Context: an optimization exercise on an open-source flow, tuned for small area, a short achievable clock period and few clock cycles. The choices shown serve that exercise and are no tape-out recipe. In this exercise RTL edits were held to simulation tests only and were not proved equivalent to the original. Power figures rest on the tool's default switching activity, not on a simulated workload.

==> flow/design.v (excerpt) <==
module msdenc (
    input  wire        clk,
    input  wire        rst,
    input  wire        host_valid,
    output wire        host_ready,
    input  wire        host_write,
    input  wire        host_arr,
    input  wire [2:0]  host_id,
    input  wire [7:0]  host_idx,
    input  wire [63:0] host_wdata,
    output reg         rd_valid,
    output reg  [63:0] rd_data
);
Size in the first run: about 17,000 cells after synthesis.
export LEC_CHECK = 0
export CAP_MARGIN = 20
export CELL_PAD_IN_SITES_DETAIL_PLACEMENT = 1
export CELL_PAD_IN_SITES_GLOBAL_PLACEMENT = 2
export CORE_MARGIN = 2
export CORE_UTILIZATION = 45
export CTS_BUF_LIST = sky130_fd_sc_hd__clkbuf_8
export PLACE_DENSITY = 0.6
export SETUP_SLACK_MARGIN = 5
export SLEW_MARGIN = 20
create_clock -name core_clock -period 10.0 [get_ports {clk}]
run.sh (not shown) runs the stock make flow with config.mk's settings and CLKGATE_MAP_FILE= SYNTH_SCRIPT=/design/flow/synth_recipe.tcl, a recipe that flattens the netlist after the stock synthesis.
The first run completed with no timing, DRC or antenna violations.
Testbench counts at the start, summed over its fixed seeds: cycles 17,742.
Rerun with:
--- a/flow/design.v
+++ b/flow/design.v
@@ -95,16 +95,18 @@
     reg        msd_pend;    
     reg [63:0] p_data;      
     reg [6:0]  p_len;
     reg [3:0]  p_nb;        
     reg [16:0] p_pos;
     reg [7:0]  cbyte;       
     reg        ready_q;     
-    assign host_ready = ready_q;
-    wire accept = host_valid && !busy;
+    reg        rdok_q;      
+    wire       early = rdok_q && !host_write && !host_arr;
+    assign host_ready = ready_q || early;
+    wire accept = host_valid && (!busy || early);
     wire reg_wr = accept &&  host_write && !host_arr;
     wire arr_wr = accept &&  host_write &&  host_arr;
     wire cmd_wr = reg_wr && (host_idx == 8'h00);
     function [6:0] alnum;     
         input [7:0] c;
         begin
             alnum[6] = (c >= 8'h30 && c <= 8'h39) || (c >= 8'h41 && c <= 8'h48) ||
@@ -401,20 +403,22 @@
     end
     wire [6:0]  s_e = {4'd0, s_pos[2:0]} + s_len;
     wire [16:0] pos_nx = (ph == PH_PRE) ? pos : pos + {10'd0, s_len};
     always @(posedge clk) begin
         if (rst) begin
             busy    <= 1'b0;
             ready_q <= 1'b1;
+            rdok_q  <= 1'b0;
             ph      <= PH_DONE;
             p_valid <= 1'b0;
             msd_pend <= 1'b0;
         end else begin
             p_valid <= s_push;
             msd_pend <= cmd_good && (w_op == OP_ENCMSD);
+            if (msd_pend) rdok_q <= 1'b1;
             if (busy) begin
                 pos <= pos_nx;
                 case (ph)
                     PH_HDR:  ph <= r_opt ? ((r_oid_len != 8'd0) ? PH_OID : PH_DLEN) : PH_T1;
                     PH_OID: begin
                         if (oid_rem <= 9'd8) begin ph <= PH_DLEN; widx <= 5'd0; end
                         else widx <= widx + 5'd1;
@@ -436,24 +440,26 @@
                         widx <= widx - 5'd1;
                         if (widx == 5'd0) ph <= (pos_nx[2:0] != 3'd0) ? PH_FLUSH : PH_DONE;
                     end
                     PH_FLUSH: ph <= PH_DONE;
                     default: begin
                         busy    <= 1'b0;
                         ready_q <= 1'b1;
+                        rdok_q  <= 1'b0;
                     end
                 endcase
             end else if (cmd_good && w_op == OP_ENCMSD) begin
                 busy    <= 1'b1;
                 ready_q <= 1'b0;
                 ph   <= PH_HDR;
                 pos  <= 17'd0;
                 widx <= 5'd0;
             end else if (cmd_good && emit_cmd && !len_bad && !arg_end[16] && !a_zero) begin
                 busy    <= 1'b1;
+                rdok_q  <= 1'b1;
                 ready_q <= 1'b0;
                 ph    <= PH_PRE;
                 pos   <= {1'b0, w_b};
                 widx  <= w_a[4:0] - 5'd1;
                 elen  <= w_a[5:0];
                 ewide <= (w_op == OP_ENCWIDE);
             end
- clock skew increases by 0.036 ns
- power hardly moves
- design area increases slightly
- worst hold slack stays flat
- wire length increases by a few percent
- worst setup slack degrades by 0.21 ns
Testbench counts after the change, summed over its fixed seeds: cycles 17,486.

========
msdenc with an RTL version that a note above also has.
For scale: about 17000 cells after synthesis, ~6000 flip-flops, ~150 I/O pins, roughly 250000 um2 of cells after synthesis.
clock: 10.0 ns
lec_check: 0
cap_margin: 20
cell_pad_in_sites_detail_placement: 1
cell_pad_in_sites_global_placement: 2
core_margin: 2
core_utilization: 38
cts_buf_list: sky130_fd_sc_hd__clkbuf_16
cts_cluster_diameter: 60
cts_cluster_size: 30
place_density: 0.5
setup_slack_margin: 5
slew_margin: 20
Testbench counts at the start, summed over its fixed seeds: cycles 17,486.
Edit:
--- a/flow/design.v
+++ b/flow/design.v
@@ -224,27 +224,29 @@
                         + (r_n1p ? 13'd20 : 13'd0) + (r_n2p ? 13'd20 : 13'd0)
                         + (r_paxp ? 13'd8 : 13'd0)
                         + (r_opt ? (13'd16 + {2'd0, r_oid_len, 3'd0} + {2'd0, r_data_len, 3'd0}) : 13'd0);
     reg        vr_ver_bad, vr_vt_bad, vr_vin_bad, vr_lat_bad, vr_lon_bad, vr_dir_bad;
     reg        vr_n1lat_bad, vr_n1lon_bad, vr_n2lat_bad, vr_n2lon_bad;
     reg [4:0]  vr_vin_idx;
     reg [12:0] vr_len;
+    reg [6:0]  vr_t2len;    
     always @(posedge clk) begin
         vr_ver_bad   <= (r_version != 8'd1);
         vr_vt_bad    <= !vt_ok;
         vr_vin_bad   <= !(&vin_ok);
         vr_vin_idx   <= vin_bad;
         vr_lat_bad   <= !lat_ok;
         vr_lon_bad   <= !lon_ok;
         vr_dir_bad   <= !dir_ok;
         vr_n1lat_bad <= r_n1p && !n1lat_ok;
         vr_n1lon_bad <= r_n1p && !n1lon_ok;
         vr_n2lat_bad <= r_n2p && !n2lat_ok;
         vr_n2lon_bad <= r_n2p && !n2lon_ok;
         vr_len       <= msd_len;
+        vr_t2len     <= prop_all ? 7'd64 : 7'd59 + {4'd0, pc};
     end
     reg       v_fail;
     reg [5:0] v_cause;
     reg [4:0] v_index;
     always @* begin
         v_fail = 1'b1;
         v_index = 5'd0;
@@ -352,15 +354,15 @@
             PH_T1: begin
                 s_data = {r_msgid, r_auto, r_test, r_trust, r_vtype[3:0] - 4'd1,
                           vin_codes[101:54], vin_codes[53]};
                 s_len  = 7'd64;
             end
             PH_T2: begin
                 s_data = {vin_codes[52:0], pe[11:1]};
-                s_len  = prop_all ? 7'd64 : 7'd59 + {4'd0, pc};
+                s_len  = vr_t2len;
             end
             PH_T2B: begin
                 s_data = {1'b1, 63'd0};
                 s_len  = 7'd1;
             end
             PH_T3: begin
                 s_data = {r_ts, ~r_lat[31], r_lat[30:0]};
The new run completed without violations.
Flip-flop and latch count climbs by 6.
Global-route usage is higher by 2.4 points.
Worst setup slack gets worse by 0.30 ns.
Routed wire length came out higher by 4.6%.
Clock-buffer cell count is lower by 17.
Hold slack got worse by 0.0036 ns.
Via count goes up by 2.4%.
Utilization rises by 0.22 points.
Critical path depth does not change.
Cell count went down by 0.76%.
Testbench counts after the change, summed over its fixed seeds: cycles 17,486.

port drivers added, routing unchanged:
In the flow no input, the clock included, has a driving cell. The finished layouts below were timed again as built, in two steps. Step 1, drivers: a clkbuf_16 drives clk and a buf_2 each remaining input, both assumed. Step 2 adds t to the input delays and takes it off the output delays; t is the mean of the earliest and latest rising clock arrival at the registers after step 1. Input paths then give back, and output paths get back, about the clock's delay inside the block. a / b / c = ideal ports / drivers / drivers and shift; a / b = the first two.
run | shift t [ns] | slack for setup (ns) | worst hold slack (ns) | worst setup path after step 2
the first run of note 1 | 1.513 | 4.630 / 4.548 / 3.036 | 0.440 / 0.440 / 0.440 | input to register
the second run of note 1 | 1.530 | 4.416 / 4.176 / 2.646 | 0.443 / 0.443 / 0.443 | input to register
the first run of note 2 | 1.291 | 4.663 / 4.636 / 3.345 | 0.427 / 0.427 / 0.427 | input to register
the second run of note 2 | 1.333 | 4.368 / 4.499 / 3.165 | 0.423 / 0.423 / 0.423 | input to register
After both steps setup and hold are still met in every run listed. The setup slack of the second run of note 1, which loses most, moves by -0.240 ns with the drivers and by -1.770 ns with both steps.
